Optimization exercise on an open flow, not production practice.
RTL: at most simulated, not proved equivalent.
Function not checked: runs 3 and 4.
Power: default activity.

==> flow/design.v (outline; a module is shown in full before it is edited, if it fits) <==
// module gefd: 750 lines
// module sq_a: 741 lines
// module sq_d: 753 lines
module gefd (
    input  wire        clk,
    input  wire        rst,
    input  wire        in_valid,
    input  wire [2:0]  in_kind,
    input  wire [3:0]  in_addr,
    input  wire [32:0] in_data,
    output wire        in_ready,
    output reg         tx_valid,
    output wire [7:0]  tx_data,
    output reg         err_valid,
    output reg  [2:0]  err_code,
    output reg  [15:0] err_info,
    output reg         cell_valid,
    output reg  [31:0] cell_data,
    output reg         frame_valid,
    output reg         frame_occ,
    output reg         frame_mot,
    output reg  [31:0] frame_cnt,
    output reg  [15:0] frame_n,
    output reg         trig_valid,
    output reg  [31:0] trig_cnt
);
  // ...
==> flow/flow/run.sh <==
#!/bin/bash
# The standard layout (the standard.sh, all steps unchanged), except that the port
# buffers the placement step inserts are sky130_fd_sc_hd__buf_4 cells instead of the
# default choice. make's full output goes to flow_make.log; each ORFS step keeps its own
# log under orfs/logs/.
set -euo pipefail
export BUFFER_PORTS_ARGS="-buffer_cell sky130_fd_sc_hd__buf_4"
bash standard.sh > flow_make.log 2>&1
==> flow/standard.sh <==
#!/bin/bash
# synth_recipe.tcl (not shown) runs the flow's synth.tcl, then flattens the netlist and writes it again
# the make line also repeats each setting of config.mk as NAME=value (left out here)
make -C /OpenROAD-flow-scripts/flow DESIGN_CONFIG=/design/flow/config.mk WORK_HOME=/design/flow/orfs CLKGATE_MAP_FILE= SYNTH_SCRIPT=/design/flow/synth_recipe.tcl "${@:-finish}"
==> flow/config.mk <==
export PLATFORM = sky130hd
export DESIGN_NAME = gefd
export DESIGN_NICKNAME = gefd
export VERILOG_FILES = /design/flow/design.v
export SDC_FILE = /design/flow/constraint.sdc
export NUM_CORES = 8
export LEC_CHECK = 0
export CAP_MARGIN = 20
export CORE_MARGIN = 2
export CORE_UTILIZATION = 55
export CTS_BUF_LIST = sky130_fd_sc_hd__clkbuf_16
export CTS_CLUSTER_DIAMETER = 100
export CTS_CLUSTER_SIZE = 24
export SLEW_MARGIN = 20
==> flow/constraint.sdc <==
create_clock -name core_clock -period 18.0 [get_ports {clk}]
set_input_delay 3.6000 -clock core_clock [delete_from_list [all_inputs] [get_ports {clk}]]
set_output_delay 3.6000 -clock core_clock [all_outputs]
set_load 0.01 [all_outputs]
==> out/qor.log, run 1 <==
qor: yosys.synth_top_family_by_area compound AO/OA/AOI/OAI gates
qor: routing.wl_met1 244000 um
qor: power_and_ir_drop.sequentialPower 15.7 mW
qor: critical_path.reg2reg_setup_slack 11.62 ns
qor: floorplan.tap-cell-count 5242
qor: critical_path.end_kind flop
qor: cells_and_area.layout.cells.most_common_list dfxtp_1, edfxtp_1, nand2_1, nor2_1, inv_1
qor: yosys.synthesized_cell_area 219500 um^2
qor: cells_and_area.clock_cell_area_share 3.944%
qor: global_routing.global_route.usage.met2 41.46%
qor: power_and_ir_drop.post-layout-total-power 24.16 mW
qor: sta.grt_setup_unrepaired false
qor: sta.fin_setup_tns 0 ns
qor: yosys.number_of_unique_standard_cell_types_used_by_synthesis 106
qor: global_routing.globalRouteOverflowTotal 0
qor: global_routing.busiest_layer met2
qor: outcome.outcome no timing/DRC/antenna violations
qor: yosys.yosys.area_share.adder 6.646%
qor: yosys.synth-simple-area-share 7.579%
qor: sta.final.period_utilization 35.43%
qor: clock_network.clockBufferDepth 4
qor: routing.post-route-drc-count 0
qor: global_routing.first_global_vias 118000
qor: placed_design.placement.setup.worst_slack 11.84 ns
qor: cells_and_area.registers_with_the_highest_flip_flop_counts prv (2048), srv (2048), abv (1024)
qor: global_routing.grt_pass1_wl 815600 um
qor: cells_and_area.synth_to_layout_area_growth 7.648%
qor: critical_path.crit_path_max_incr_delay 0.49 ns
qor: cells_and_area.mostFrequentLayoutCell dfxtp_1
qor: routing.drt-vias-per-instance 5.647
qor: routing.wire_length_reported_by_the_detailed_router 561800 um
qor: routing.drt_iter0_drc 12890
qor: critical_path.crit-reg2reg-capture sm_ad[31]$_DFFE_PP_
qor: critical_path.critPathArrivalTime 7.14 ns
qor: power_and_ir_drop.pwr.group.combinational 0.305 mW
qor: clock_network.hold_buffers 0
qor: critical_path.worst-path-stages 21
qor: clock_network.tritoncts_num_sinks 6847
qor: cells_and_area.multi_input_comb_area 63790 um^2
qor: global_routing.grt_antenna_before_repair 31
Testbench counts, summed over its fixed seeds: cycles 57,968.
==> inputs of run 2 (changes only) <==
--- a/flow/config.mk
+++ b/flow/config.mk
@@ -9,3 +9,3 @@
 export CORE_MARGIN = 2
-export CORE_UTILIZATION = 55
+export CORE_UTILIZATION = 40
 export CTS_BUF_LIST = sky130_fd_sc_hd__clkbuf_16
==> run 2 against run 1 <==
Still clean on timing, DRC and antenna. Final cell count increased by 9.2%. Wire length decreased by 0.92%. Worst setup slack got worse by 0.25 ns. Non-clock buffer count increased by 20. Synthesized cell count unchanged. Critical path depth decreased by 1. Global-route usage decreased by 7.7 points. Count of clock-buffer cells in the layout increased by 4. First-iteration DRC count increased by 3.3%.
==> out/qor.log, run 2 <==
qor: power_and_ir_drop.irDropWorstVdd 0.00008118 V
qor: sta.achievable-frequency 150.9 MHz
qor: placed_design.place_hpwl 375100 um
qor: clock_network.cts-root-buf clkbuf_16
qor: yosys.top_cells_by_area_synth dfxtp_1, edfxtp_1, fa_1, ha_1, mux2_2
qor: yosys.ys_ff_latch 6847
qor: sta.fin_ws 11.37 ns
qor: cells_and_area.mostFrequentLayoutCell dfxtp_1
qor: yosys.post-synth-top-area-fraction 50.03%
qor: hold_path.hold_path_end srv[1799]$_DFF_P_
qor: cells_and_area.synth_to_layout_area_growth 8.993%
qor: routing.detailedRoute.firstPassIterationCount 10
qor: global_routing.grt_max_degree 144
qor: sta.finalWorstPathRequiredPeriod 6.626 ns
qor: yosys.synth_area_leader_cell dfxtp_1
qor: routing.wire_length_reported_by_the_detailed_router 556600 um [-0.92%]
qor: clock_network.postCtsSetupRepairBufs 0
qor: clock_network.clockBufferDepth 4 [unchanged]
qor: critical_path.critPathRequiredTime 18.76 ns
qor: power_and_ir_drop.power-per-cell-area 101.7 nW/um^2
qor: cells_and_area.seq_area 150800 um^2
qor: cells_and_area.layout.cells.most_common_list dfxtp_1, edfxtp_1, nand2_1, nor2_1, inv_1
qor: floorplan.num_io_pins 190
qor: floorplan.core 547600 um^2
qor: power_and_ir_drop.leakage 93.41 nW
qor: critical_path.critPathArrivalTime 7.38 ns [+0.24 ns]
qor: global_routing.first_global_vias 117700 [-0.32%]
qor: placed_design.finalWeightedCongestion 0.9457
qor: yosys.post_synth_edffs 1361
qor: floorplan.row_count 272
qor: yosys.synth.most_common_cell dfxtp_1
qor: sta.hold-worst-slack 0.2313 ns
qor: clock_network.tritoncts_num_sinks 6847 [unchanged]
qor: hold_path.hold_depth 0
qor: yosys.synth_seq_area_share 68.65%
qor: yosys.synthesized_cell_area 219500 um^2 [unchanged]
qor: floorplan.die_w 744.8 um
qor: yosys.async_flop_share 0%
qor: yosys.number_of_unique_standard_cell_types_used_by_synthesis 106 [unchanged]
qor: global_routing.grt_antenna_before_repair 44 [+42%]
qor: yosys.yosys_warnings 1
qor: global_routing.globalRouteTotalUtil 19.50%
qor: cells_and_area.registers_with_the_highest_flip_flop_counts prv (2048), srv (2048), abv (1024)
qor: yosys.netlist_instances 16560
qor: placed_design.total_of_buffers_placed_on_input_and_output_ports 184
qor: clock_network.clk_transition_reported_paths 0.09 ns
qor: yosys.dominantRegCellSynth dfxtp_1
qor: yosys.synth.top_cells.by_count dfxtp_1, edfxtp_1, nand2_1
qor: outcome.outcome no timing/DRC/antenna violations
qor: hold_path.hold_path_startpoint srv[1767]$_DFF_P_
qor: hold_path.worstHoldPathType flop to flop
qor: sta.fin_setup_tns 0 ns [unchanged]
qor: critical_path.crit-reg2reg-capture sm_ad[30]$_DFFE_PP_
qor: routing.post-route-drc-count 0 [unchanged]
qor: cells_and_area.final_net_count 17580
qor: clock_network.cts_made_buffers 333
qor: sta.final.period_utilization 36.81% [+1.4 points]
qor: sta.worstMarginPinSlew 1.307 ns
qor: floorplan.initial_utilization 40.09%
qor: routing.num_vias 124100
qor: global_routing.globalRouteOverflowTotal 0 [unchanged]
qor: clock_network.cts_tree done
qor: sta.grt_setup_unrepaired false
qor: routing.ant_nets 0
qor: sta.slew_headroom 12.86%
qor: clock_network.clk_latency 1.08 ns
qor: yosys.mean_post_synth_cell_area 13.25 um^2
qor: clock_network.hold_buffers 0 [unchanged]
qor: global_routing.grt_pass1_wl 806400 um [-1.1%]
qor: sta.final_hold_viol_count 0
qor: critical_path.category_of_the_most_critical_setup_path flop to flop
qor: run.cap_violations 0
qor: routing.drt-vias-per-instance 5.173 [-8.4%]
qor: critical_path.critPathMaxFanout 38
qor: floorplan.floorplan.die_area 554700 um^2
qor: cells_and_area.multi_input_comb_area 63770 um^2 [about the same]
qor: sta.fin_worst_skew 0.1911 ns
qor: clock_network.h-tree-depth 5
qor: critical_path.worst_setup_path_start_kind flop
qor: placed_design.placement.setup.worst_slack 11.52 ns [-0.3191 ns]
qor: floorplan.die_height 744.8 um
qor: critical_path.r2r.worst_path.cells 20
qor: sta.report.final.slew_viol_count 0
qor: critical_path.timing.rr.start srv[2016]$_DFF_P_
qor: routing.avgRoutedWirePerCell 23.19 um
qor: sta.setup_viol 0
qor: cells_and_area.final_layout_size_suffix_gt1_share 9.975%
qor: routing.drt_iter0_drc 13320 [+3.3%]
qor: clock_network.post_cts_resized 0
qor: critical_path.reg2reg_setup_slack 11.37 ns [-0.25 ns]
qor: critical_path.end_kind flop
qor: cells_and_area.fill_cells 49620
==> run 2: cell counts after synthesis <==
No cell type changed its count.
==> run 2: through the flow <==
step / total power, mW / instance area, um^2 / util [%] / std cells
2_1_floorplan: 16.26 / 219500 / - / 16570
3_3_place_gp: 16.38 / 229400 / 41.90 / 23520
3_5_place_dp: 16.39 / 229500 / 41.91 / 23520
4_1_cts: 24.56 / 239200 / 43.68 / 23990
5_1_grt: 25.12 / 239200 / 43.69 / 23990
6_report: 24.33 / 239200 / 43.69 / 24000
==> run 2: report_power, final <==
group / internal [mW] / switching [mW]
registers: 15.7 / 0.0620
clock network: 3.53 / 4.77
logic: 0.113 / 0.182
total: 19.3 / 5.01
==> run 2: critical path, stage by stage (launching register included) <==
cell      delay (ns)
dfxtp_1         0.32
inv_1           0.11
ha_1            0.19
inv_1           0.06
fa_1            0.43
a211oi_1        0.30
o21ai_0         0.19
a311oi_1        0.51
o21ai_0         0.24
a32oi_1         0.40
a21oi_1         0.20
a41oi_1         0.30
nor2b_1         0.26
a41o_1          0.36
o21a_1          0.17
buf_4           0.42
ha_1            0.40
inv_1           0.13
ha_2            0.84
a221oi_1        0.21
o31ai_1         0.26
==> run 2: cell type report <==
type	instances	share of cell area, %
inverters	650	1.021
repair buffers	457	1.455
clock inverters	133	0.4947
clock buffers	338	3.535
well taps	7261	3.797
multi-input cells	8306	26.65
diodes	8	0.008368
flip-flops and latches	6847	63.03
==> run 2: logic make-up (layout without fill, tap and decap cells) <==
kind of cell	after synthesis	count (layout)	share of synthesized area, %
AO/OA/AOI/OAI	2666	2666	8.512
XOR/XNOR	572	572	2.289
adder cells (fa/ha/maj)	941	941	6.646
buffers and inverters	1412	1578	2.444
flip-flops	6847	6847	68.65
multiplexers	772	772	3.875
other	2	13	0.003421
AND/OR/NAND/NOR	3350	3350	7.579
==> run 2: metal layers <==
layer	global-route usage, %	vias up	routed length (um)
met4	7.492	10	25090
met3	3.405	1016	44570
met5	0	-	61
met1	27.49	61180	244800
li1	-	57220	-
met2	29.93	4719	242000
==> run 2: worst max-delay path by stage <==
stage | cells after the start | endpoint | slack, ns | from
detailed placement | 21 | sm_ad[37]$_DFFE_PP_ | 11.52 | srv[2016]$_DFF_P_
global route | 21 | sm_ad[37]$_DFFE_PP_ | 10.91 | srv[2016]$_DFF_P_
CTS | 20 | sm_ad[30]$_DFFE_PP_ | 11.49 | srv[2016]$_DFF_P_
global placement | 21 | sm_ad[37]$_DFFE_PP_ | 11.50 | srv[2016]$_DFF_P_
floorplan | 12 | sm_ad[0]$_DFFE_PP_ | 12.46 | q_pc[0]$_SDFF_PP0_
finish | 20 | sm_ad[30]$_DFFE_PP_ | 11.37 | srv[2016]$_DFF_P_
==> module gefd, before the edit <==
module gefd (
    input  wire        clk,
    input  wire        rst,
    input  wire        in_valid,
    input  wire [2:0]  in_kind,
    input  wire [3:0]  in_addr,
    input  wire [32:0] in_data,
    output wire        in_ready,
    output reg         tx_valid,
    output wire [7:0]  tx_data,
    output reg         err_valid,
    output reg  [2:0]  err_code,
    output reg  [15:0] err_info,
    output reg         cell_valid,
    output reg  [31:0] cell_data,
    output reg         frame_valid,
    output reg         frame_occ,
    output reg         frame_mot,
    output reg  [31:0] frame_cnt,
    output reg  [15:0] frame_n,
    output reg         trig_valid,
    output reg  [31:0] trig_cnt
);
    localparam [7:0] MARKER = 8'h2A;
    localparam [2:0] K_RX = 3'd0, K_CFG = 3'd1, K_START = 3'd2, K_STOP = 3'd3, K_LINK = 3'd4;
    localparam [1:0] RS_IDLE = 2'd0, RS_RUN = 2'd1, RS_STOPPED = 2'd2, RS_HALTED = 2'd3;
    localparam [2:0] PH_HUNT = 3'd0, PH_CONFIRM = 3'd1, PH_THERM = 3'd2, PH_ARRAY = 3'd3,
                     PH_CSUM = 3'd4;
    reg        in_rdy;
    assign in_ready = in_rdy;
    reg        e_v;
    reg [2:0]  e_k;
    reg [3:0]  e_a;
    reg [32:0] e_d;
    always @(posedge clk) begin
        e_v <= in_valid & in_rdy & ~rst;
        e_k <= in_kind;
        e_a <= in_addr;
        e_d <= in_data;
    end
    wire [7:0] b = e_d[7:0];
    reg [1:0]  rs;
    reg [2:0]  phase;
    reg [7:0]  scancnt;
    reg [6:0]  fidx;
    reg        confok;
    reg [7:0]  csumacc;
    reg [31:0] pktcnt;
    reg [15:0] scnt;        
    reg        first;       
    reg        prevvalid, occ, mot;
    reg [15:0] cfg_n;
    reg [31:0] cfg_e0, cfg_e1, cfg_e2, cfg_e3;    
    reg [31:0] lim;         
    reg        lim_en;      
    reg        tx_s, tx_t0, tx_t1;    
    assign tx_data   = {1'b0, 1'b1, 1'b0, 1'b1, tx_s, 1'b0, tx_t1, tx_t0};
    always @(posedge clk) begin
        frame_occ <= occ;
        frame_mot <= mot;
        frame_n   <= cfg_n;
        trig_cnt  <= pktcnt;
    end
    reg [7:0]   trv;
    reg [255:0] trc;
    reg [2:0]   tph;
    reg [2047:0] srv;
    reg [2047:0] prv;
    reg [5:0]    ph;
    reg [1023:0] abv;       
    reg [5:0]    wb;
    reg [63:0]   rp_oh;     
    reg        pend;
    reg        eb;                  
    reg        p1_rd, p1_ins, p1_ins_first, p1_emit, p1_first, p1_last;
    reg [5:0]  p1c;
    reg [15:0] f_reg;
    reg        s1, s1_first, s1_last, s2, s2_first, s2_last;
    reg signed [37:0] tsum;
    reg [15:0] ya, yd;
    reg        sa, sd;
    reg        any_big;
    reg [75:0] as_, ac_, ds_, dc_;
    reg [75:0] racc;
    reg        mot_en, mot_ex, occ_en, occ_ex;
    reg        cm_done_flag, fin_flag;    
    reg        fv_fin, fv_out;            
    reg        sl_act, sl_d;
    reg [4:0]  sl_t;
    reg [6:0]  sl_g;
    reg        ff_act, ne_small;
    reg [3:0]  ne_we;       
    reg [3:0]  ff;
    reg        q_act, q_ne;
    reg [3:0]  q_pc;
    reg [2:0]  q_sub;
    reg [1:0]  q_i;
    reg        sm_busy, sm_done, q_small;
    reg [4:0]  sm_cnt;
    reg [36:0] sm_m;
    reg [37:0] sm_pl;
    reg [39:0] sm_ph;
    reg        cm_act;
    reg [5:0]  cmc;
    reg        ob_pend, ob_act;
    reg [6:0]  oc;
    reg        tg_act, tg_hit;
    reg [2:0]  tgc;
    wire [31:0] sr63 = srv[2047:2016];
    wire [31:0] sr0  = srv[31:0];
    wire [31:0] pr63 = prv[2047:2016];
    wire [31:0] pr0  = prv[31:0];
    wire [31:0] f_ext = {{16{f_reg[15]}}, f_reg};
    wire [31:0] a_new = (p1_first ? 32'd0 : sr63) + f_ext;
    wire [31:0] sr_in = p1_ins ? a_new : sr63;
    wire [31:0] pr_in = cm_act ? sr63 : pr63;
    always @(posedge clk) begin
        srv <= {srv[2015:0], sr_in};
        prv <= {prv[2015:0], pr_in};
    end
    wire        sm_go;      
    reg  [37:0] q_xr;       
    wire [37:0] sm_x;
    wire        smx_s = sm_x[37];
    wire [36:0] smx_y = sm_x[36:0] ^ {37{smx_s}};
    function [40:0] booth_add(input [2:0] dg, input [36:0] m);
        case (dg)
        3'b001, 3'b010: booth_add = {1'b0, 3'b000, m};
        3'b011:         booth_add = {1'b0, 2'b00, m, 1'b0};
        3'b100:         booth_add = {1'b1, ~{2'b00, m, 1'b0}};
        3'b101, 3'b110: booth_add = {1'b1, ~{3'b000, m}};
        default:        booth_add = 41'd0;
        endcase
    endfunction
    reg  [39:0] sm_ad;      
    reg         sm_ng;      
    wire [39:0] sm_sum = sm_ph + sm_ad + {39'd0, sm_ng};
    wire [75:0] sm_p   = {sm_ph[37:0], sm_pl};
    always @(posedge clk) begin
        if (sm_go) begin
            sm_m    <= smx_y;
            sm_pl   <= {1'b0, smx_y};
            sm_ph   <= smx_s ? {2'b00, smx_y, 1'b1} : 40'd0;
            {sm_ng, sm_ad} <= booth_add({smx_y[1:0], 1'b0}, smx_y);
        end else if (sm_busy) begin
            sm_ph  <= {{2{sm_sum[39]}}, sm_sum[39:2]};
            sm_pl  <= {sm_sum[1:0], sm_pl[37:2]};
            {sm_ng, sm_ad} <= booth_add({sm_pl[3:2], sm_pl[1]}, sm_m);
        end
    end
    always @(posedge clk) begin
        if (rst) begin
            sm_busy <= 1'b0;
            sm_done <= 1'b0;
            sm_cnt  <= 5'd0;
        end else begin
            sm_done <= 1'b0;
            if (sm_go) begin
                sm_busy <= 1'b1;
                sm_cnt  <= 5'd0;
            end else if (sm_busy) begin
                sm_cnt <= sm_cnt + 5'd1;
                if (sm_cnt == 5'd18) begin
                    sm_busy <= 1'b0;
                    sm_done <= 1'b1;
                end
            end
        end
    end
    reg         a_clr, d_clr, wb_a, wb_d;    
    wire [75:0] a_ns, a_nc, d_ns, d_nc;
    sq_a u_sqa (.y(ya), .s(sa), .ps(a_clr ? 76'd0 : as_), .pc(a_clr ? 76'd0 : ac_),
                .ns(a_ns), .nc(a_nc));
    sq_d u_sqd (.y(yd), .s(sd), .ps(d_clr ? 76'd0 : ds_), .pc(d_clr ? 76'd0 : dc_),
                .ns(d_ns), .nc(d_nc));
    reg         w_sela, w_cin;
    reg  [1:0]  w_x3;       
    reg  [1:0]  w_r;        
    reg  [1:0]  q_w;        
    reg  [1:0]  w2_r;       
    reg         w2_wba, w2_wbd;
    reg  [75:0] w_s, w_c;   
    reg  [75:0] w_x3v;
    always @(*) begin
        case (w_x3)
        2'd1:    w_x3v = racc;
        2'd2:    w_x3v = sm_p;
        2'd3:    w_x3v = {sm_p[69:0], 6'd0};
        default: w_x3v = 76'd0;
        endcase
    end
    wire [75:0] w_x1 = w_sela ? as_ : ds_;
    wire [75:0] w_x2 = w_sela ? ac_ : dc_;
    wire [75:0] w_fs = w_x1 ^ w_x2 ^ w_x3v;
    wire [75:0] w_fc = (w_x1 & w_x2) | (w_x1 & w_x3v) | (w_x2 & w_x3v);
    always @(posedge clk) begin
        w_s <= w_fs;
        w_c <= {w_fc[74:0], w_cin};
    end
    wire [75:0] w_out = w_s + w_c;
    always @(posedge clk) begin
        as_ <= w2_wba ? w_out : a_ns;
        ac_ <= w2_wba ? 76'd0 : a_nc;
        ds_ <= w2_wbd ? w_out : d_ns;
        dc_ <= w2_wbd ? 76'd0 : d_nc;
        if (w2_r == 2'd1) racc <= w_out;
        else if (w2_r == 2'd2) racc <= ~w_out;
    end
    reg [15:0] ne_e;
    always @(*) begin
        case (q_i)
        2'd0: ne_e = cfg_e0[15:0];
        2'd1: ne_e = cfg_e1[15:0];
        2'd2: ne_e = cfg_e2[15:0];
        default: ne_e = cfg_e3[15:0];
        endcase
    end
    reg  [16:0] ne_sum, ne_dif;    
    always @(posedge clk) begin
        ne_sum <= {1'b0, cfg_n} + {1'b0, ne_e};
        ne_dif <= {1'b0, cfg_n} - {1'b0, ne_e};
    end
    reg        q_sq, q_unita;
    reg [37:0] q_x;
    always @(*) begin
        q_sq = 1'b0; q_unita = 1'b0; q_x = 38'd0;
        if (q_ne) begin
            case (q_pc)
            4'd1: begin q_sq = 1'b1; q_x = {{21{ne_dif[16]}}, ne_dif}; end
            4'd3: begin q_sq = 1'b1; q_x = {21'd0, ne_sum}; end
            default: ;
            endcase
        end else begin
            case (q_pc)
            4'd1:  begin q_sq = 1'b1; q_x = {6'd0, cfg_e2}; end
            4'd3:  begin q_sq = 1'b1; q_x = {6'd0, cfg_e3}; end
            4'd6:  begin q_sq = 1'b1; q_x = tsum; end
            4'd8:  begin q_sq = 1'b1; q_unita = 1'b1; q_x = {6'd0, cfg_e0}; end
            4'd10: begin q_sq = 1'b1; q_unita = 1'b1; q_x = {6'd0, cfg_e1}; end
            default: ;
            endcase
        end
    end
    wire [32:0] tap_d = {sr63[31], sr63} - {pr63[31], pr63};
    reg         c_aclr, c_dclr, c_wba, c_wbd, c_sela, c_cin;
    reg  [1:0]  c_x3, c_r;
    always @(*) begin
        c_aclr = 1'b0; c_dclr = 1'b0; c_wba = 1'b0; c_wbd = 1'b0;
        c_sela = 1'b0; c_cin = 1'b0; c_x3 = 2'd0; c_r = 2'd0;
        if (s1_first) begin c_aclr = 1'b1; c_dclr = 1'b1; end
        if (s2_last && any_big) begin c_aclr = 1'b1; c_dclr = 1'b1; end
        if (sl_act && sm_done) begin
            c_sela = ~sl_d; c_x3 = sl_d ? 2'd2 : 2'd3;
            c_wba = ~sl_d; c_wbd = sl_d;
        end
        if (ff_act) begin
            case (ff)
            4'd0: begin c_sela = 1'b0; c_r = 2'd2; end                     
            4'd1: c_dclr = 1'b1;                                          
            4'd2: begin c_sela = 1'b0; c_x3 = 2'd1; c_cin = 1'b1; c_dclr = 1'b1; end   
            4'd3: begin c_sela = 1'b0; c_x3 = 2'd1; c_dclr = 1'b1; end     
            4'd4: begin c_sela = 1'b1; c_r = 2'd2; end                     
            4'd5: c_aclr = 1'b1;                                          
            4'd6: begin c_sela = 1'b0; c_x3 = 2'd1; c_r = 2'd1; end        
            4'd8: begin c_sela = 1'b1; c_x3 = 2'd1; c_cin = 1'b1; c_aclr = 1'b1; end   
            4'd9: begin c_sela = 1'b1; c_x3 = 2'd1; end                    
            default: ;
            endcase
        end
        if (q_act) begin
            if (q_sq) begin
                case (q_sub)
                3'd1: begin c_aclr = q_unita; c_dclr = ~q_unita; end
                3'd3: if (sm_done) begin
                    c_sela = q_unita; c_x3 = q_unita ? 2'd3 : 2'd2;
                    c_wba = q_unita; c_wbd = ~q_unita;
                end
                default: ;
                endcase
            end else if (q_w == 2'd0) begin
                if (q_ne) begin
                    case (q_pc)
                    4'd2: begin c_sela = 1'b0; c_r = 2'd2; end
                    4'd4: begin c_sela = 1'b0; c_x3 = 2'd1; c_cin = 1'b1; end
                    default: ;
                    endcase
                end else begin
                    case (q_pc)
                    4'd0:  begin c_sela = 1'b0; c_r = 2'd2; end
                    4'd2:  begin c_sela = 1'b0; c_x3 = 2'd1; c_cin = 1'b1; end
                    4'd4:  begin c_sela = 1'b0; c_x3 = 2'd1; end
                    4'd5:  begin c_sela = 1'b1; c_r = 2'd2; end
                    4'd7:  begin c_sela = 1'b0; c_x3 = 2'd1; c_r = 2'd1; end
                    4'd9:  begin c_sela = 1'b1; c_x3 = 2'd1; c_cin = 1'b1; end
                    4'd11: begin c_sela = 1'b1; c_x3 = 2'd1; end
                    default: ;
                    endcase
                end
            end
        end
    end
    always @(posedge clk) begin
        if (rst) begin
            a_clr <= 1'b0; d_clr <= 1'b0; wb_a <= 1'b0; wb_d <= 1'b0;
            w_sela <= 1'b0; w_cin <= 1'b0; w_x3 <= 2'd0; w_r <= 2'd0;
            w2_r <= 2'd0; w2_wba <= 1'b0; w2_wbd <= 1'b0;
        end else begin
            a_clr <= c_aclr; d_clr <= c_dclr; wb_a <= c_wba; wb_d <= c_wbd;
            w_sela <= c_sela; w_cin <= c_cin; w_x3 <= c_x3; w_r <= c_r;
            w2_r <= w_r; w2_wba <= wb_a; w2_wbd <= wb_d;
        end
    end
    wire ev_rx  = e_v && e_k == K_RX && rs == RS_RUN;
    wire legal  = (cfg_n != 16'd0) && (cfg_e1[15:0] <= cfg_e0[15:0]) &&
                  (cfg_e3[15:0] <= cfg_e2[15:0]);
    wire [5:0] wa = wb + fidx[6:1];
    wire [5:0] rstart = ph + 6'd2 + wb;
    wire [2:0] tw = e_a[2:0] + tph + 3'd1;    
    wire tr_wr = e_v && e_k == K_CFG && rs == RS_IDLE && e_a[3];
    wire csum_ok = ev_rx && phase == PH_CSUM && b == csumacc && pktcnt != 32'hFFFF_FFFF;
    wire p1_go = (csum_ok || pend) && !eb;
    wire emit_now = (scnt == 16'd1);
    wire        s1a_s = sr0[31];
    wire [31:0] s1a_y = sr0 ^ {32{s1a_s}};
    wire [32:0] s1_d  = {sr0[31], sr0} - {pr0[31], pr0};
    wire        s1d_s = s1_d[32];
    wire [32:0] s1d_y = s1_d ^ {33{s1d_s}};
    wire        s1_big = (s1a_y[31:16] != 16'd0) || (prevvalid && s1d_y[32:16] != 17'd0);
    integer k;
    wire q_sq_load = q_act && q_sq && q_sub == 3'd0;
    wire q_sq_sub1 = q_act && q_sq && q_sub == 3'd1;
    wire [36:0] t_y = tsum[36:0] ^ {37{tsum[37]}};
    wire        t_small = (t_y[36:16] == 21'd0);
    assign sm_x  = sl_act ? (sl_d ? {{5{tap_d[32]}}, tap_d} : {{6{sr63[31]}}, sr63}) : q_xr;
    wire        qxr_s = q_xr[37];
    wire [36:0] qxr_y = q_xr[36:0] ^ {37{qxr_s}};
    wire        qxr_small = (qxr_y[36:16] == 21'd0);
    assign sm_go = (sl_act && sl_t == 5'd0 && sl_g != 7'd64) ||
                   (q_act && q_sq && q_sub == 3'd2 && !q_small);
    always @(posedge clk) begin
        ya <= 16'd0; sa <= 1'b0;
        yd <= 16'd0; sd <= 1'b0;
        if (s1) begin
            ya   <= s1a_y[15:0]; sa <= s1a_s;
            yd   <= s1d_y[15:0]; sd <= s1d_s;
            tsum <= (s1_first ? 38'sd0 : tsum) + {{6{sr0[31]}}, sr0};
        end
        if (ff_act) begin
            case (ff)
            4'd1: begin yd <= cfg_e2[15:0]; sd <= 1'b0; end
            4'd2: begin yd <= cfg_e3[15:0]; sd <= 1'b0; end
            4'd3: begin yd <= t_y[15:0]; sd <= tsum[37]; end
            4'd5: begin ya <= cfg_e0[15:0]; sa <= 1'b0; end
            4'd8: begin ya <= cfg_e1[15:0]; sa <= 1'b0; end
            default: ;
            endcase
        end
        q_xr <= q_x;
        if (q_sq_sub1) begin
            if (qxr_small) begin
                if (q_unita) begin ya <= qxr_y[15:0]; sa <= qxr_s; end
                else         begin yd <= qxr_y[15:0]; sd <= qxr_s; end
            end
            q_small <= qxr_small;
        end
        if ((q_act && !q_sq && q_w == 2'd2 && !q_ne && q_pc == 4'd12) || (ff_act && ff == 4'd12))
            frame_cnt <= pktcnt;
        if (ob_act) begin
            case (oc[2:0])
            3'd0: cell_data <= srv[32*1  +: 32];
            3'd1: cell_data <= srv[32*3  +: 32];
            3'd2: cell_data <= srv[32*5  +: 32];
            3'd3: cell_data <= srv[32*7  +: 32];
            3'd4: cell_data <= srv[32*9  +: 32];
            3'd5: cell_data <= srv[32*11 +: 32];
            3'd6: cell_data <= srv[32*13 +: 32];
            default: cell_data <= srv[32*15 +: 32];
            endcase
        end
    end
    reg [15:0] f_rd;
    integer kr, kw;
    always @(*) begin
        f_rd = 16'd0;
        for (kr = 0; kr < 64; kr = kr + 1)
            f_rd = f_rd | (abv[16*kr +: 16] & {16{rp_oh[kr]}});
    end
    always @(posedge clk) begin
        if (ev_rx && phase == PH_ARRAY) begin
            for (kw = 0; kw < 64; kw = kw + 1)
                if (wa == kw) begin
                    if (fidx[0]) abv[16*kw+8 +: 8] <= b;
                    else         abv[16*kw   +: 8] <= b;
                end
        end
        f_reg <= f_rd;
        rp_oh <= p1_go ? (64'd1 << rstart) : {rp_oh[62:0], rp_oh[63]};
    end
    always @(posedge clk) begin
        for (k = 0; k < 8; k = k + 1) begin
            if (tr_wr && tw == k)
                trc[32*k +: 32] <= e_d[31:0];
            else
                trc[32*k +: 32] <= trc[32*((k + 7) % 8) +: 32];
        end
    end
    task iter_end;
        begin
            phase   <= PH_HUNT;
            fidx    <= 7'd0;
            scancnt <= 8'd0;
            confok  <= 1'b0;
            if (lim_en) begin
                lim <= lim - 32'd1;
                if (lim == 32'd1) begin
                    tx_valid <= 1'b1;
                    tx_s     <= 1'b1;
                    tx_t0    <= 1'b0; tx_t1 <= 1'b0;
                    rs       <= RS_STOPPED;
                end
            end
        end
    endtask
    task raise_err(input [2:0] code, input [15:0] info);
        begin
            err_valid <= 1'b1;
            err_code  <= code;
            err_info  <= info;
        end
    endtask
    always @(posedge clk) begin
        if (rst) begin
            in_rdy <= 1'b1;
            rs <= RS_IDLE; phase <= PH_HUNT; scancnt <= 8'd0; fidx <= 7'd0;
            confok <= 1'b0; csumacc <= 8'd0; pktcnt <= 32'd0;
            scnt <= 16'd1; first <= 1'b1;
            prevvalid <= 1'b0; occ <= 1'b0; mot <= 1'b0;
            cfg_n <= 16'd1; cfg_e0 <= 32'd30; cfg_e1 <= 32'd25; cfg_e2 <= 32'd20; cfg_e3 <= 32'd13;
            lim <= 32'd0; lim_en <= 1'b0;
            tx_valid <= 1'b0; tx_s <= 1'b0; tx_t0 <= 1'b1; tx_t1 <= 1'b0;
            err_valid <= 1'b0; err_code <= 3'd0; err_info <= 16'd0;
            cell_valid <= 1'b0;
            frame_valid <= 1'b0;
            trig_valid <= 1'b0;
            trv <= 8'd0; tph <= 3'd0; ph <= 6'd0; wb <= 6'd0;
            pend <= 1'b0; eb <= 1'b0;
            p1_rd <= 1'b0; p1_ins <= 1'b0; p1_ins_first <= 1'b0; p1_emit <= 1'b0; p1_first <= 1'b0;
            p1c <= 6'd0; p1_last <= 1'b0;
            s1 <= 1'b0; s1_first <= 1'b0; s1_last <= 1'b0;
            s2 <= 1'b0; s2_first <= 1'b0; s2_last <= 1'b0;
            any_big <= 1'b0;
            mot_en <= 1'b0; mot_ex <= 1'b0; occ_en <= 1'b0; occ_ex <= 1'b0;
            cm_done_flag <= 1'b0; fin_flag <= 1'b0; fv_fin <= 1'b0; fv_out <= 1'b0;
            sl_act <= 1'b0; ff_act <= 1'b0; ff <= 4'd0; ne_small <= 1'b0; ne_we <= 4'd0; sl_d <= 1'b0; sl_t <= 5'd0; sl_g <= 7'd0;
            q_act <= 1'b0; q_ne <= 1'b0; q_pc <= 4'd0; q_sub <= 3'd0; q_i <= 2'd0; q_w <= 2'd0;
            cm_act <= 1'b0; cmc <= 6'd0; ob_pend <= 1'b0; ob_act <= 1'b0; oc <= 7'd0;
            tg_act <= 1'b0; tg_hit <= 1'b0; tgc <= 3'd0;
        end else begin
            tx_valid    <= 1'b0;
            err_valid   <= 1'b0;
            cell_valid  <= 1'b0;
            frame_valid <= 1'b0;
            trig_valid  <= 1'b0;
            ph  <= ph + 6'd1;
            tph <= tph + 3'd1;
            p1c <= p1c + 6'd1;
            for (k = 0; k < 8; k = k + 1) begin
                if (tr_wr && tw == k) trv[k] <= e_d[32];
                else                  trv[k] <= trv[(k + 7) % 8];
            end
            if (e_v) begin
                case (e_k)
                K_RX: if (rs == RS_RUN) begin
                    case (phase)
                    PH_HUNT: begin
                        if (scancnt == 8'd133) begin
                            raise_err(3'd1, 16'd0);
                            iter_end;
                        end else begin
                            scancnt <= scancnt + 8'd1;
                            if (b == MARKER) begin
                                phase <= PH_CONFIRM;
                                fidx  <= 7'd0;
                            end
                        end
                    end
                    PH_CONFIRM: begin
                        if (fidx == 7'd0) begin
                            if (scancnt == 8'd133) begin
                                raise_err(3'd1, 16'd0);
                                iter_end;
                            end else begin
                                scancnt <= scancnt + 8'd1;
                                confok  <= (b == MARKER);
                                fidx    <= 7'd1;
                            end
                        end else begin
                            scancnt <= scancnt + 8'd1;
                            if (confok && b == MARKER) begin
                                phase   <= PH_THERM;
                                fidx    <= 7'd0;
                                csumacc <= 8'd0;
                            end else begin
                                raise_err(3'd1, 16'd1);
                                iter_end;
                            end
                        end
                    end
                    PH_THERM: begin
                        csumacc <= csumacc + b;
                        if (fidx == 7'd0) fidx <= 7'd1;
                        else begin
                            phase <= PH_ARRAY;
                            fidx  <= 7'd0;
                        end
                    end
                    PH_ARRAY: begin
                        csumacc <= csumacc + b;
                        if (fidx == 7'd127) begin
                            phase <= PH_CSUM;
                            fidx  <= 7'd0;
                        end else
                            fidx <= fidx + 7'd1;
                    end
                    default: begin
                        if (b == csumacc) begin
                            if (pktcnt == 32'hFFFF_FFFF) begin
                                raise_err(3'd5, 16'd0);
                                tx_valid <= 1'b1; tx_s <= 1'b1; tx_t0 <= 1'b0; tx_t1 <= 1'b0;
                                rs <= RS_HALTED;
                            end else begin
                                if (eb) begin
                                    pend   <= 1'b1;
                                    in_rdy <= 1'b0;
                                end
                                iter_end;
                            end
                        end else begin
                            raise_err(3'd2, {b, csumacc});
                            iter_end;
                        end
                    end
                    endcase
                end
                K_CFG: if (rs == RS_IDLE) begin
                    case (e_a)
                    4'd0: begin cfg_n <= e_d[15:0]; scnt <= e_d[15:0]; end
                    4'd1: cfg_e0 <= {16'd0, e_d[15:0]};
                    4'd2: cfg_e1 <= {16'd0, e_d[15:0]};
                    4'd3: cfg_e2 <= {16'd0, e_d[15:0]};
                    4'd4: cfg_e3 <= {16'd0, e_d[15:0]};
                    4'd5: begin lim <= e_d[31:0]; lim_en <= (e_d[31:0] != 32'd0); end
                    default: ;
                    endcase
                end
                K_START: if (rs == RS_IDLE) begin
                    if (legal) begin
                        tx_valid <= 1'b1; tx_s <= 1'b0; tx_t0 <= 1'b1; tx_t1 <= 1'b1;
                        rs <= RS_RUN;
                        q_act <= 1'b1; q_ne <= 1'b1; q_pc <= 4'd0; q_sub <= 3'd0; q_i <= 2'd0; q_w <= 2'd0;
                    end else
                        raise_err(3'd4, 16'd0);
                end
                K_STOP: if (rs == RS_RUN) begin
                    tx_valid <= 1'b1; tx_s <= 1'b1; tx_t0 <= 1'b0; tx_t1 <= 1'b0;
                    rs <= RS_STOPPED;
                end
                K_LINK: if (rs == RS_RUN) begin
                    raise_err(3'd3, {15'd0, e_d[0]});
                    if (e_d[0]) begin
                        tx_valid <= 1'b1; tx_s <= 1'b1; tx_t0 <= 1'b0; tx_t1 <= 1'b0;
                    end
                    rs <= RS_HALTED;
                end
                default: ;
                endcase
            end
            if (p1_go) begin
                pend   <= 1'b0;
                in_rdy <= 1'b1;
                pktcnt <= pktcnt + 32'd1;
                if (emit_now) begin
                    scnt  <= cfg_n;
                    first <= 1'b1;
                    eb    <= 1'b1;
                    cm_done_flag <= 1'b0;
                    fin_flag     <= 1'b0;
                end else begin
                    scnt  <= scnt - 16'd1;
                    first <= 1'b0;
                end
                p1_rd    <= 1'b1;
                p1c      <= 6'd0;
                p1_emit  <= emit_now;
                p1_first <= first;
                wb       <= rstart;
                tg_act   <= 1'b1;
                tg_hit   <= 1'b0;
                tgc      <= 3'd0;
            end
            if (tg_act) begin
                tgc <= tgc + 3'd1;
                if (trv[7] && trc[255:224] == pktcnt) tg_hit <= 1'b1;
                if (tgc == 3'd7) begin
                    tg_act <= 1'b0;
                    trig_valid <= tg_hit || (trv[7] && trc[255:224] == pktcnt);
                end
            end
            if (p1_rd && p1c == 6'd63) p1_rd <= 1'b0;
            p1_ins       <= p1_rd;
            p1_ins_first <= p1_rd && p1c == 6'd0;
            p1_last      <= p1_rd && p1c == 6'd63;
            s1       <= p1_ins && p1_emit;
            s1_first <= p1_ins && p1_emit && p1_ins_first;
            s1_last  <= p1_ins && p1_emit && p1_last;
            s2       <= s1;
            s2_first <= s1_first;
            s2_last  <= s1_last;
            if (s1) any_big <= (s1_first ? 1'b0 : any_big) | s1_big;
            if (s2_last) begin
                if (any_big) begin
                    sl_act <= 1'b1; sl_d <= 1'b0;
                    sl_t <= 5'd31; sl_g <= 7'd0;
                end else begin
                    cm_act <= 1'b1; cmc <= 6'd0;
                    if (ne_small && t_small) begin
                        ff_act <= 1'b1; ff <= 4'd0;
                    end else begin
                        q_act <= 1'b1; q_ne <= 1'b0; q_pc <= 4'd0; q_sub <= 3'd0; q_w <= 2'd0;
                    end
                end
            end
            ne_we <= 4'd0;
            if (q_act && q_ne && !q_sq && q_w == 2'd1 && q_pc == 4'd4)
                ne_we[q_i] <= 1'b1;
            if (ne_we[0]) cfg_e0 <= w_out[33:2];
            if (ne_we[1]) cfg_e1 <= w_out[33:2];
            if (ne_we[2]) cfg_e2 <= w_out[33:2];
            if (ne_we[3]) cfg_e3 <= w_out[33:2];
            ne_small <= (cfg_e0[31:16] == 16'd0) && (cfg_e1[31:16] == 16'd0) &&
                        (cfg_e2[31:16] == 16'd0) && (cfg_e3[31:16] == 16'd0);
            if (ff_act) begin
                ff <= ff + 4'd1;
                case (ff)
                4'd4:  mot_en <= w_out[75];
                4'd5:  mot_ex <= ~w_out[75];
                4'd10: occ_en <= w_out[75];
                4'd11: occ_ex <= ~w_out[75];
                4'd12: begin
                    ff_act <= 1'b0;
                    occ <= occ_en ? 1'b1 : (occ_ex ? 1'b0 : occ);
                    if (prevvalid)
                        mot <= mot_en ? ((occ_en | (!occ_ex & occ)) ? 1'b1 : mot)
                                      : (mot_ex ? 1'b0 : mot);
                    prevvalid <= 1'b1;
                    fin_flag  <= 1'b1;
                    fv_fin    <= 1'b1;
                end
                default: ;
                endcase
            end
            if (sl_act) begin
                sl_t <= (sl_t == 5'd22) ? 5'd0 : sl_t + 5'd1;
                if (sl_t == 5'd0 && sl_g != 7'd64)
                    sl_g  <= sl_g + 7'd1;
                if (sl_t == 5'd22 && sl_g == 7'd64) begin
                    if (!sl_d && prevvalid) begin
                        sl_d <= 1'b1; sl_g <= 7'd0; sl_t <= 5'd0;
                    end else begin
                        sl_act <= 1'b0;
                        cm_act <= 1'b1; cmc <= 6'd0;
                        q_act <= 1'b1; q_ne <= 1'b0; q_pc <= 4'd0; q_sub <= 3'd0; q_w <= 2'd0;
                    end
                end
            end
            if (q_act) begin
                if (q_sq) begin
                    case (q_sub)
                    3'd0: q_sub <= 3'd1;
                    3'd1: q_sub <= 3'd2;
                    3'd2: begin
                        if (q_small) begin
                            q_sub <= 3'd0; q_pc <= q_pc + 4'd1;
                        end else
                            q_sub <= 3'd3;
                    end
                    3'd3: if (sm_done) q_sub <= 3'd4;
                    3'd4: q_sub <= 3'd5;
                    default: begin q_sub <= 3'd0; q_pc <= q_pc + 4'd1; end
                    endcase
                end else if (q_w != 2'd2) begin
                    q_w <= q_w + 2'd1;
                end else if (q_ne) begin
                    q_w  <= 2'd0;
                    q_pc <= q_pc + 4'd1;
                    if (q_pc == 4'd4) begin
                        q_i  <= q_i + 2'd1;
                        q_pc <= 4'd0;
                        if (q_i == 2'd3) q_act <= 1'b0;
                    end
                end else begin
                    q_w  <= 2'd0;
                    q_pc <= q_pc + 4'd1;
                    case (q_pc)
                    4'd2:  mot_en <= w_out[75];
                    4'd4:  mot_ex <= ~w_out[75];
                    4'd9:  occ_en <= w_out[75];
                    4'd11: occ_ex <= ~w_out[75];
                    4'd12: begin
                        q_act <= 1'b0;
                        occ <= occ_en ? 1'b1 : (occ_ex ? 1'b0 : occ);
                        if (prevvalid)
                            mot <= mot_en ? ((occ_en | (!occ_ex & occ)) ? 1'b1 : mot)
                                          : (mot_ex ? 1'b0 : mot);
                        prevvalid <= 1'b1;
                        fin_flag  <= 1'b1;
                        fv_fin    <= 1'b1;
                    end
                    default: ;
                    endcase
                end
            end
            if (cm_act) begin
                cmc <= cmc + 6'd1;
                cm_done_flag <= 1'b1;
                if (cmc == 6'd63) cm_act <= 1'b0;
            end
            if (eb && cm_done_flag && fin_flag) eb <= 1'b0;
            if (p1_ins && p1_ins_first && p1_emit) ob_pend <= 1'b1;
            if ((ob_pend || (p1_ins && p1_ins_first && p1_emit)) && ph == 6'd0) begin
                ob_act  <= 1'b1;
                ob_pend <= 1'b0;
                oc      <= 7'd0;
            end
            if (ob_act) begin
                oc <= oc + 7'd1;
                if (oc >= 7'd8) cell_valid <= 1'b1;
                if (oc == 7'd71) begin
                    ob_act <= 1'b0;
                    fv_out <= 1'b1;
                end
            end
            if (fv_fin && fv_out) begin
                frame_valid <= 1'b1;
                fv_fin      <= 1'b0;
                fv_out      <= 1'b0;
            end
        end
    end
endmodule
==> inputs of run 3 (changes only) <==
--- a/flow/design.v
+++ b/flow/design.v
@@ -91,9 +91,9 @@
     reg        ff_act, ne_small;
-    reg [3:0]  ne_we;       
+    reg        np_act, np_st;    
+    reg [1:0]  np_i;
     reg [3:0]  ff;
-    reg        q_act, q_ne;
+    reg        q_act;
     reg [3:0]  q_pc;
     reg [2:0]  q_sub;
-    reg [1:0]  q_i;
-    reg        sm_busy, sm_done, q_small;
+    reg        sm_busy, sm_prime, sm_done, q_small;
     reg [4:0]  sm_cnt;
@@ -139,3 +139,7 @@
     always @(posedge clk) begin
-        if (sm_go) begin
+        if (sm_go && np_act) begin            
+            sm_m    <= {21'd0, cfg_n};
+            sm_pl   <= {22'd0, ne_e};
+            sm_ph   <= 40'd0;
+        end else if (sm_go) begin             
             sm_m    <= smx_y;
@@ -143,3 +147,4 @@
             sm_ph   <= smx_s ? {2'b00, smx_y, 1'b1} : 40'd0;
-            {sm_ng, sm_ad} <= booth_add({smx_y[1:0], 1'b0}, smx_y);
+        end else if (sm_prime) begin
+            {sm_ng, sm_ad} <= booth_add({sm_pl[1:0], 1'b0}, sm_m);
         end else if (sm_busy) begin
@@ -152,8 +157,10 @@
         if (rst) begin
-            sm_busy <= 1'b0;
-            sm_done <= 1'b0;
-            sm_cnt  <= 5'd0;
+            sm_busy  <= 1'b0;
+            sm_prime <= 1'b0;
+            sm_done  <= 1'b0;
+            sm_cnt   <= 5'd0;
         end else begin
-            sm_done <= 1'b0;
-            if (sm_go) begin
+            sm_done  <= 1'b0;
+            sm_prime <= sm_go;
+            if (sm_prime) begin
                 sm_busy <= 1'b1;
@@ -210,3 +217,3 @@
     always @(*) begin
-        case (q_i)
+        case (np_i)
         2'd0: ne_e = cfg_e0[15:0];
@@ -217,7 +224,2 @@
     end
-    reg  [16:0] ne_sum, ne_dif;    
-    always @(posedge clk) begin
-        ne_sum <= {1'b0, cfg_n} + {1'b0, ne_e};
-        ne_dif <= {1'b0, cfg_n} - {1'b0, ne_e};
-    end
     reg        q_sq, q_unita;
@@ -226,9 +228,3 @@
         q_sq = 1'b0; q_unita = 1'b0; q_x = 38'd0;
-        if (q_ne) begin
-            case (q_pc)
-            4'd1: begin q_sq = 1'b1; q_x = {{21{ne_dif[16]}}, ne_dif}; end
-            4'd3: begin q_sq = 1'b1; q_x = {21'd0, ne_sum}; end
-            default: ;
-            endcase
-        end else begin
+        begin
             case (q_pc)
@@ -243,3 +239,2 @@
     end
-    wire [32:0] tap_d = {sr63[31], sr63} - {pr63[31], pr63};
     reg         c_aclr, c_dclr, c_wba, c_wbd, c_sela, c_cin;
@@ -280,9 +275,3 @@
             end else if (q_w == 2'd0) begin
-                if (q_ne) begin
-                    case (q_pc)
-                    4'd2: begin c_sela = 1'b0; c_r = 2'd2; end
-                    4'd4: begin c_sela = 1'b0; c_x3 = 2'd1; c_cin = 1'b1; end
-                    default: ;
-                    endcase
-                end else begin
+                begin
                     case (q_pc)
@@ -333,3 +322,3 @@
     wire        t_small = (t_y[36:16] == 21'd0);
-    assign sm_x  = sl_act ? (sl_d ? {{5{tap_d[32]}}, tap_d} : {{6{sr63[31]}}, sr63}) : q_xr;
+    assign sm_x  = sl_act ? (sl_d ? {{5{s1_d[32]}}, s1_d} : {{6{sr0[31]}}, sr0}) : q_xr;
     wire        qxr_s = q_xr[37];
@@ -337,3 +326,3 @@
     wire        qxr_small = (qxr_y[36:16] == 21'd0);
-    assign sm_go = (sl_act && sl_t == 5'd0 && sl_g != 7'd64) ||
+    assign sm_go = (sl_act && sl_t == 5'd0 && sl_g != 7'd64) || (np_act && !np_st) ||
                    (q_act && q_sq && q_sub == 3'd2 && !q_small);
@@ -365,3 +354,3 @@
         end
-        if ((q_act && !q_sq && q_w == 2'd2 && !q_ne && q_pc == 4'd12) || (ff_act && ff == 4'd12))
+        if ((q_act && !q_sq && q_w == 2'd2 && q_pc == 4'd12) || (ff_act && ff == 4'd12))
             frame_cnt <= pktcnt;
@@ -453,4 +442,5 @@
             cm_done_flag <= 1'b0; fin_flag <= 1'b0; fv_fin <= 1'b0; fv_out <= 1'b0;
-            sl_act <= 1'b0; ff_act <= 1'b0; ff <= 4'd0; ne_small <= 1'b0; ne_we <= 4'd0; sl_d <= 1'b0; sl_t <= 5'd0; sl_g <= 7'd0;
-            q_act <= 1'b0; q_ne <= 1'b0; q_pc <= 4'd0; q_sub <= 3'd0; q_i <= 2'd0; q_w <= 2'd0;
+            sl_act <= 1'b0; ff_act <= 1'b0; ff <= 4'd0; ne_small <= 1'b0; sl_d <= 1'b0; sl_t <= 5'd0; sl_g <= 7'd0;
+            q_act <= 1'b0; q_pc <= 4'd0; q_sub <= 3'd0; q_w <= 2'd0;
+            np_act <= 1'b0; np_st <= 1'b0; np_i <= 2'd0;
             cm_act <= 1'b0; cmc <= 6'd0; ob_pend <= 1'b0; ob_act <= 1'b0; oc <= 7'd0;
@@ -559,3 +549,3 @@
                         rs <= RS_RUN;
-                        q_act <= 1'b1; q_ne <= 1'b1; q_pc <= 4'd0; q_sub <= 3'd0; q_i <= 2'd0; q_w <= 2'd0;
+                        np_act <= 1'b1; np_st <= 1'b0; np_i <= 2'd0;
                     end else
@@ -628,3 +618,3 @@
                     end else begin
-                        q_act <= 1'b1; q_ne <= 1'b0; q_pc <= 4'd0; q_sub <= 3'd0; q_w <= 2'd0;
+                        q_act <= 1'b1; q_pc <= 4'd0; q_sub <= 3'd0; q_w <= 2'd0;
                     end
@@ -632,9 +622,16 @@
             end
-            ne_we <= 4'd0;
-            if (q_act && q_ne && !q_sq && q_w == 2'd1 && q_pc == 4'd4)
-                ne_we[q_i] <= 1'b1;
-            if (ne_we[0]) cfg_e0 <= w_out[33:2];
-            if (ne_we[1]) cfg_e1 <= w_out[33:2];
-            if (ne_we[2]) cfg_e2 <= w_out[33:2];
-            if (ne_we[3]) cfg_e3 <= w_out[33:2];
+            if (np_act) begin
+                if (!np_st) np_st <= 1'b1;
+                else if (sm_done) begin
+                    case (np_i)
+                    2'd0: cfg_e0 <= sm_p[31:0];
+                    2'd1: cfg_e1 <= sm_p[31:0];
+                    2'd2: cfg_e2 <= sm_p[31:0];
+                    default: cfg_e3 <= sm_p[31:0];
+                    endcase
+                    np_i  <= np_i + 2'd1;
+                    np_st <= 1'b0;
+                    if (np_i == 2'd3) np_act <= 1'b0;
+                end
+            end
             ne_small <= (cfg_e0[31:16] == 16'd0) && (cfg_e1[31:16] == 16'd0) &&
@@ -662,6 +659,6 @@
             if (sl_act) begin
-                sl_t <= (sl_t == 5'd22) ? 5'd0 : sl_t + 5'd1;
+                sl_t <= (sl_t == 5'd24) ? 5'd0 : sl_t + 5'd1;
                 if (sl_t == 5'd0 && sl_g != 7'd64)
                     sl_g  <= sl_g + 7'd1;
-                if (sl_t == 5'd22 && sl_g == 7'd64) begin
+                if (sl_t == 5'd24 && sl_g == 7'd64) begin
                     if (!sl_d && prevvalid) begin
@@ -671,3 +668,3 @@
                         cm_act <= 1'b1; cmc <= 6'd0;
-                        q_act <= 1'b1; q_ne <= 1'b0; q_pc <= 4'd0; q_sub <= 3'd0; q_w <= 2'd0;
+                        q_act <= 1'b1; q_pc <= 4'd0; q_sub <= 3'd0; q_w <= 2'd0;
                     end
@@ -692,10 +689,2 @@
                     q_w <= q_w + 2'd1;
-                end else if (q_ne) begin
-                    q_w  <= 2'd0;
-                    q_pc <= q_pc + 4'd1;
-                    if (q_pc == 4'd4) begin
-                        q_i  <= q_i + 2'd1;
-                        q_pc <= 4'd0;
-                        if (q_i == 2'd3) q_act <= 1'b0;
-                    end
                 end else begin
==> run 3 against run 2 <==
Still clean on timing, DRC and antenna. Clock power down 2%. Critical path depth down 1. Sequential power about the same. Design area down 2.0%. First-iteration DRC count up 2.7%. Final cell count down 2.3%. Non-clock buffer count down 23. Maximum frequency up 21%. Sequential share of layout area up 0.62 points. Utilization about the same. Count of clock-buffer cells in the layout down 1. Largest cell class unchanged.
==> out/qor.log, run 3 <==
qor: outcome.outcome no timing/DRC/antenna violations
qor: yosys.async_flop_share 0% [unchanged]
qor: floorplan.initial_utilization 40.14% [+0.057 points]
qor: yosys.post-synth-top-area-fraction 51.42% [+1.4 points]
qor: cells_and_area.fill_cells 48610 [-2.0%]
qor: sta.achievable-frequency 182.3 MHz [+21%]
qor: clock_network.postCtsSetupRepairBufs 0 [unchanged]
qor: sta.slew_headroom 17.58% [+4.7 points]
qor: power_and_ir_drop.p_sw_share 21.74% [+1.1 points]
qor: floorplan.die_w 737.8 um [-0.94%]
qor: routing.wl_met1 236200 um [-3.5%]
qor: power_and_ir_drop.power-per-cell-area 105.6 nW/um^2 [+3.8%]
qor: critical_path.category_of_the_most_critical_setup_path flop to flop
qor: routing.wire_length_reported_by_the_detailed_router 554300 um [-0.41%]
qor: critical_path.crit_chain inv_1, ha_1, inv_1, fa_1, a211oi_1, o211ai_1, a21oi_1, a31o_2, a2bb2oi_2, a311oi_1, a311o_1, buf_4, nor2_1, nor3_1, buf_4, a21o_2, ha_1, or3_1, o21ai_0
qor: global_routing.globalRouteOverflowTotal 0 [unchanged]
qor: yosys.mean_post_synth_cell_area 13.36 um^2 [+0.78%]
qor: cells_and_area.stdcell_area 234500 um^2 [-2.0%]
qor: placed_design.cell_count_post_placement 22940 [-2.5%]
qor: yosys.ys_ff_latch 6812 [-0.51%]
qor: yosys.yosys.area_share.adder 6.328% [-0.32 points]
qor: yosys.top_cells_by_area_synth dfxtp_1, edfxtp_1, mux2_2, fa_1, ha_1
qor: yosys.synth_seq_area_share 69.27% [+0.62 points]
qor: hold_path.hold_depth 0 [unchanged]
qor: power_and_ir_drop.seq_power_share 64.2% [-0.5 points]
qor: clock_network.clockBufferDepth 4 [unchanged]
qor: cells_and_area.seq_area 149300 um^2 [-1.0%]
qor: routing.met3WireLength 49150 um [+10%]
qor: yosys.synth_mux_area_share 4.298% [+0.42 points]
qor: global_routing.grt_pass1_wl 797000 um [-1.2%]
qor: routing.drt-vias-per-instance 5.180 [+0.15%]
qor: power_and_ir_drop.pwr-share-clk 33.0% [-1.1 points]
qor: cells_and_area.utilization 43.72% [about the same]
qor: critical_path.r2r.worst_path.cells 19 [-5.0%]
qor: clock_network.h-tree-depth 5 [unchanged]
qor: yosys.synth.top_cells.by_count dfxtp_1, edfxtp_1, nor2_1
qor: clock_network.clk_transition_reported_paths 0.11 ns [+0.02 ns]
qor: routing.detailedRoute.firstPassIterationCount 14 [+4]
qor: cells_and_area.layout.cells.non_filler 23450 [-2.3%]
qor: global_routing.grt_antenna_before_repair 54 [+23%]
qor: floorplan.die_height 737.8 um [-0.94%]
qor: clock_network.post_cts_resized 0 [unchanged]
qor: clock_network.cts_tree done
qor: power_and_ir_drop.p_sw 5.383 mW [+7.4%]
qor: run.cap_violations 0 [unchanged]
qor: sta.setup_viol 0 [unchanged]
qor: critical_path.critPathRequiredTime 18.91 ns [+0.15 ns]
qor: power_and_ir_drop.power.share.combinational 2.9% [+1.7 points]
qor: clock_network.cts-root-buf clkbuf_16
qor: floorplan.floorplan.die_area 544300 um^2 [-1.9%]
qor: floorplan.core 536500 um^2 [-2.0%]
qor: yosys.number_of_unique_standard_cell_types_used_by_synthesis 105 [-0.94%]
qor: yosys.post_synth_edffs 1280 [-6.0%]
qor: yosys.dominantRegCellSynth dfxtp_1
qor: yosys.synth-compound-area-share 8.163% [-0.35 points]
qor: sta.finalWorstPathRequiredPeriod 5.485 ns [-1.141 ns]
qor: routing.num_vias 121500 [-2.1%]
qor: placed_design.place_hpwl 374500 um [-0.16%]
qor: placed_design.total_of_buffers_placed_on_input_and_output_ports 184 [unchanged]
qor: sta.fin_setup_tns 0 ns [unchanged]
qor: yosys.yosys_warnings 1 [unchanged]
qor: cells_and_area.multi_input_comb_area 61290 um^2 [-3.9%]
qor: sta.fin_worst_skew 0.1323 ns [-0.05874 ns]
qor: power_and_ir_drop.irDropWorstVdd 0.0001008 V [+24%]
qor: yosys.synth_xor_xnor_area_share 2.041% [-0.25 points]
qor: sta.worstMarginPinSlew 1.236 ns [-0.07078 ns]
qor: sta.fin_ws 12.52 ns [+1.141 ns]
qor: routing.maxUsedRoutingLayer met5
qor: critical_path.worst_path_max_delay_cell a21o_2
qor: critical_path.worst_setup_path_start_kind flop
qor: power_and_ir_drop.internal-power 19.38 mW [+0.35%]
qor: cells_and_area.layout.cells.most_common_list dfxtp_1, edfxtp_1, nor2_1, nand2_1, a21oi_1
qor: power_and_ir_drop.leakage 90.72 nW [-2.9%]
qor: placed_design.placement.setup.worst_slack 11.91 ns [+0.3902 ns]
qor: critical_path.crit_path_max_incr_delay 0.72 ns [-0.12 ns]
qor: routing.post-route-drc-count 0 [unchanged]
qor: floorplan.row_count 269 [-1.1%]
qor: cells_and_area.synth_to_layout_area_growth 8.902% [about the same]
qor: hold_path.worstHoldPathType flop to flop
qor: placed_design.finalWeightedCongestion 0.9288 [-1.8%]
qor: cells_and_area.registers_with_the_highest_flip_flop_counts prv (2048), srv (2048), abv (1024)
qor: critical_path.end_kind flop
qor: global_routing.grt_max_degree 129 [-10%]
qor: yosys.netlist_instances 16120 [-2.6%]
qor: yosys.synth-simple-area-share 7.476% [-0.10 points]
qor: critical_path.worst-path-stages 19 [-5.0%]
qor: yosys.synth_top_family_by_area compound AO/OA/AOI/OAI gates
qor: yosys.synth.most_common_cell dfxtp_1
qor: critical_path.critPathMaxFanout 38 [unchanged]
qor: critical_path.crit_path_buffers_inverters 4 [unchanged]
qor: yosys.synth_area_leader_cell dfxtp_1
qor: clock_network.cts_made_buffers 328 [-1.5%]
qor: sta.report.final.slew_viol_count 0 [unchanged]
qor: routing.avgRoutedWirePerCell 23.64 um [+1.9%]
qor: global_routing.first_global_vias 115200 [-2.1%]
qor: routing.route.met2.wl 243000 um [+0.39%]
qor: critical_path.cp_top_family compound AO/OA/AOI/OAI gates
qor: sta.grt_setup_unrepaired false
qor: sta.final_hold_viol_count 0 [unchanged]
qor: global_routing.globalRouteTotalUtil 19.71% [+0.22 points]
qor: placed_design.placement.cell_area 225000 um^2 [-2.0%]
qor: clock_network.tritoncts_num_sinks 6812 [-0.51%]
qor: sta.final.period_utilization 30.47% [-6.3 points]
qor: floorplan.num_io_pins 190 [unchanged]
qor: cells_and_area.mostFrequentLayoutCell dfxtp_1
qor: routing.ant_nets 0 [unchanged]
qor: clock_network.clk_latency 1.07 ns [about the same]
qor: clock_network.hold_buffers 0 [unchanged]
qor: cells_and_area.final_net_count 17000 [-3.3%]
qor: routing.drt_iter0_drc 13670 [+2.7%]
qor: yosys.synthesized_cell_area 215400 um^2 [-1.9%]
qor: critical_path.critPathArrivalTime 6.40 ns [-0.98 ns]
qor: cells_and_area.final_layout_size_suffix_gt1_share 10.27% [+0.29 points]
[run 3: cell count changes in the layout (fill, tap and decap cells not counted), moves of 45 or more]
cell      previous run  this run
edfxtp_1          1361      1280
o31ai_1             91        46
dfxtp_1           5427      5479
nand3_1            128       219
a211oi_1           111        55
inv_1              726       666
and2_1             313       267
o21ai_0            351       298
ha_1               560       488
nand2_1            868       739
[run 3: cells by family after synthesis]
group                    Yosys count
multiplexers                     842
adder cells (fa/ha/maj)          866
AO/OA/AOI/OAI                   2493
buffers and inverters           1375
AND/OR/NAND/NOR                 3233
flip-flops                      6812
XOR/XNOR                         501
other                              2
[run 3: final cells by class]
| type | instances | share of cell area, % |
|---|---|---|
| diodes | 32 | 0.03414 |
| clock buffers | 337 | 3.596 |
| clock inverters | 138 | 0.4246 |
| inverters | 578 | 0.9256 |
| multi-input cells | 7940 | 26.13 |
| flip-flops and latches | 6812 | 63.65 |
| well taps | 7181 | 3.831 |
| repair buffers | 434 | 1.410 |
[run 3: per-layer routing]
layer,global-route usage [%],vias up
li1,-,55720
met1,26.93,59940
met2,30.55,4735
met3,4.221,1065
met4,7.940,22
met5,0,-
[run 3: metrics by stage]
stage / hold slack (ns) / total power [mW]
2_1_floorplan: 0.3096 / 16.59
3_3_place_gp: 0.3095 / 16.93
3_5_place_dp: 0.3121 / 16.94
4_1_cts: 0.2296 / 24.99
5_1_grt: 0.2412 / 25.58
6_report: 0.2251 / 24.76
[run 3: path summary, 6_finish.rpt]
path / start / endpoint / slack (ns)
min: prv[660]$_DFF_P_ / prv[692]$_DFF_P_ / 0.23
max reg2reg: srv[0]$_DFF_P_ / sm_pl[33]$_SDFFE_PP0P_ / 12.52
min reg2reg: prv[660]$_DFF_P_ / prv[692]$_DFF_P_ / 0.23
max: srv[0]$_DFF_P_ / sm_pl[33]$_SDFFE_PP0P_ / 12.52
[run 3: power groups by stage]
stage / logic, mW / registers (mW) / clock network, mW
after floorplan: 0.525 / 16.1 / 0
after global placement: 0.690 / 16.2 / 0
after detailed placement: 0.697 / 16.2 / 0
after CTS: 0.702 / 15.9 / 8.40
after global routing: 0.780 / 15.9 / 8.90
final: 0.708 / 15.9 / 8.16
==> inputs of run 4 (changes only) <==
--- a/flow/config.mk
+++ b/flow/config.mk
@@ -9,3 +9,3 @@
 export CORE_MARGIN = 2
-export CORE_UTILIZATION = 40
+export CORE_UTILIZATION = 55
 export CTS_BUF_LIST = sky130_fd_sc_hd__clkbuf_16
==> run 4 against run 3 <==
Register-to-register slack hardly changed. Sequential cell count unchanged. Design area down 1.0%. Sequential power is essentially flat. Count of clock-buffer cells in the layout decreased by 2. Non-clock buffer count increased by 1. First-iteration DRC count rose by 1.1%. Final cell count is 8.5% lower.
==> out/qor.log, run 4 <==
qor: power_and_ir_drop.irDropWorstVdd 0.00008569 V [-15%]
qor: floorplan.initial_utilization 55.31% [+15 points]
qor: yosys.async_flop_share 0% [unchanged]
qor: sta.setup_viol 0 [unchanged]
qor: routing.ant_nets 0 [unchanged]
qor: yosys.synth_area_leader_cell dfxtp_1
qor: critical_path.critPathArrivalTime 6.37 ns [-0.03 ns]
qor: cells_and_area.registers_with_the_highest_flip_flop_counts prv (2048), srv (2048), abv (1024)
qor: sta.worstMarginPinSlew 1.269 ns [+0.03287 ns]
qor: sta.hold-worst-slack 0.2949 ns [+0.06980 ns]
qor: placed_design.placement.setup.worst_slack 11.90 ns [-0.01020 ns]
qor: critical_path.critical_path.endpoint sm_pl[28]$_SDFFE_PP0P_
qor: cells_and_area.final_net_count 17000 [+0.0059%]
qor: global_routing.grt_pass1_wl 797700 um [about the same]
qor: global_routing.globalRouteTotalUtil 27.30% [+7.6 points]
qor: sta.report.final.slew_viol_count 0 [unchanged]
qor: floorplan.floorplan.die_area 396600 um^2 [-27%]
qor: clock_network.cts_tree done
qor: placed_design.finalWeightedCongestion 0.9600 [+3.4%]
qor: cells_and_area.layout.cells.most_common_list dfxtp_1, edfxtp_1, nor2_1, nand2_1, a21oi_1
qor: routing.drt_iter0_drc 13820 [+1.1%]
qor: critical_path.timing.critical_path.from srv[0]$_DFF_P_
qor: global_routing.grt_max_degree 145 [+12%]
qor: yosys.synthesized_cell_area 215400 um^2 [unchanged]
qor: clock_network.clk_transition_reported_paths 0.10 ns [about the same]
qor: yosys.synth_seq_area_share 69.27% [unchanged]
qor: cells_and_area.final_layout_size_suffix_gt1_share 10.25% [-0.020 points]
qor: cells_and_area.mostFrequentLayoutCell dfxtp_1
qor: sta.final_hold_viol_count 0 [unchanged]
qor: routing.num_vias 121900 [+0.32%]
qor: clock_network.clk_latency 1.00 ns [-0.07 ns]
qor: critical_path.worst_setup_path_start_kind flop
qor: critical_path.timing.rr.start srv[0]$_DFF_P_
qor: placed_design.cell_count_post_placement 20960 [-8.6%]
qor: critical_path.critPathMaxFanout 38 [unchanged]
qor: sta.final.period_utilization 30.45% [about the same]
qor: placed_design.placement.cell_area 222500 um^2 [-1.1%]
qor: outcome.outcome no timing/DRC/antenna violations
qor: clock_network.post_cts_resized 0 [unchanged]
qor: floorplan.row_count 229 [-15%]
qor: clock_network.postCtsSetupRepairBufs 0 [unchanged]
qor: sta.fin_setup_tns 0 ns [unchanged]
qor: clock_network.cts-root-buf clkbuf_16
qor: routing.drt-vias-per-instance 5.680 [+9.7%]
qor: clock_network.h-tree-depth 5 [unchanged]
qor: critical_path.end_kind flop
qor: critical_path.critPathRequiredTime 18.89 ns [-0.02 ns]
qor: yosys.netlist_instances 16120 [unchanged]
qor: floorplan.num_io_pins 190 [unchanged]
-- run 4: cell types whose count changed in the layout (fill, tap and decap cells not counted), moves of 3 or more --
cell,change
diode_2,-15
clkinv_8,+7
nor2_1,+4
dfxtp_1,-3
dfxtp_2,+3
inv_12,-3
inv_6,+3
nor2_2,-3
-- run 4: critical path, stage by stage, from the launching register on --
cell	delay (ns)
dfxtp_1	0.39
inv_1	0.08
ha_1	0.15
inv_1	0.05
fa_1	0.42
a211oi_1	0.29
o211ai_1	0.19
a21oi_1	0.33
a31o_2	0.25
a2bb2oi_2	0.11
a311oi_1	0.31
a311o_1	0.42
nor2_1	0.07
nor3_1	0.63
a21o_2	0.88
ha_1	0.38
or3_1	0.36
o21ai_0	0.08
-- run 4: cells by family after synthesis --
group                      share of synthesized area [%]
DFF                                                69.27
xor gates and xnor gates                           2.041
AOI/OAI and AO/OA                                  8.163
muxes                                              4.298
other                                           0.003487
buffers and inverters                              2.421
and+or+nand+nor                                    7.476
adders and majority gates                          6.328
-- run 4: area by class of cell --
cell class | instances | share of cell area [%]
diodes | 17 | 0.01833
inverters | 578 | 0.9364
multi-input cells | 7940 | 26.40
well taps | 5197 | 2.802
repair buffers | 435 | 1.439
clock inverters | 142 | 0.4690
clock buffers | 335 | 3.612
flip-flops and latches | 6812 | 64.32
-- run 4: how the worst min path moves through the flow --
stage,from,end,slack [ns]
final,srv[335]$_DFF_P_,srv[367]$_DFF_P_,0.29
after global routing,prv[607]$_DFF_P_,prv[639]$_DFF_P_,0.28
after detailed placement,prv[1119]$_DFF_P_,prv[1151]$_DFF_P_,0.31
after floorplan,prv[968]$_DFF_P_,prv[1000]$_DFF_P_,0.31
after CTS,prv[607]$_DFF_P_,prv[639]$_DFF_P_,0.28
after global placement,srv[1216]$_DFF_P_,srv[1248]$_DFF_P_,0.31
-- run 4: per-layer routing --
metal  global-route usage [%]  part of all wire (%)  vias up
met2                    40.92                    43     5197
met5                        0                 0.019        -
met4                    9.304                   3.9       16
met1                    39.10                    43    59970
met3                    6.231                   9.8     1031
li1                         -                     -    55670
-- run 4: report_power, final --
group	leakage [nW]	internal [mW]	switching [mW]
registers	56.2	15.6	0.247
logic	29.6	0.296	0.419
clock network	4.96	3.46	4.69
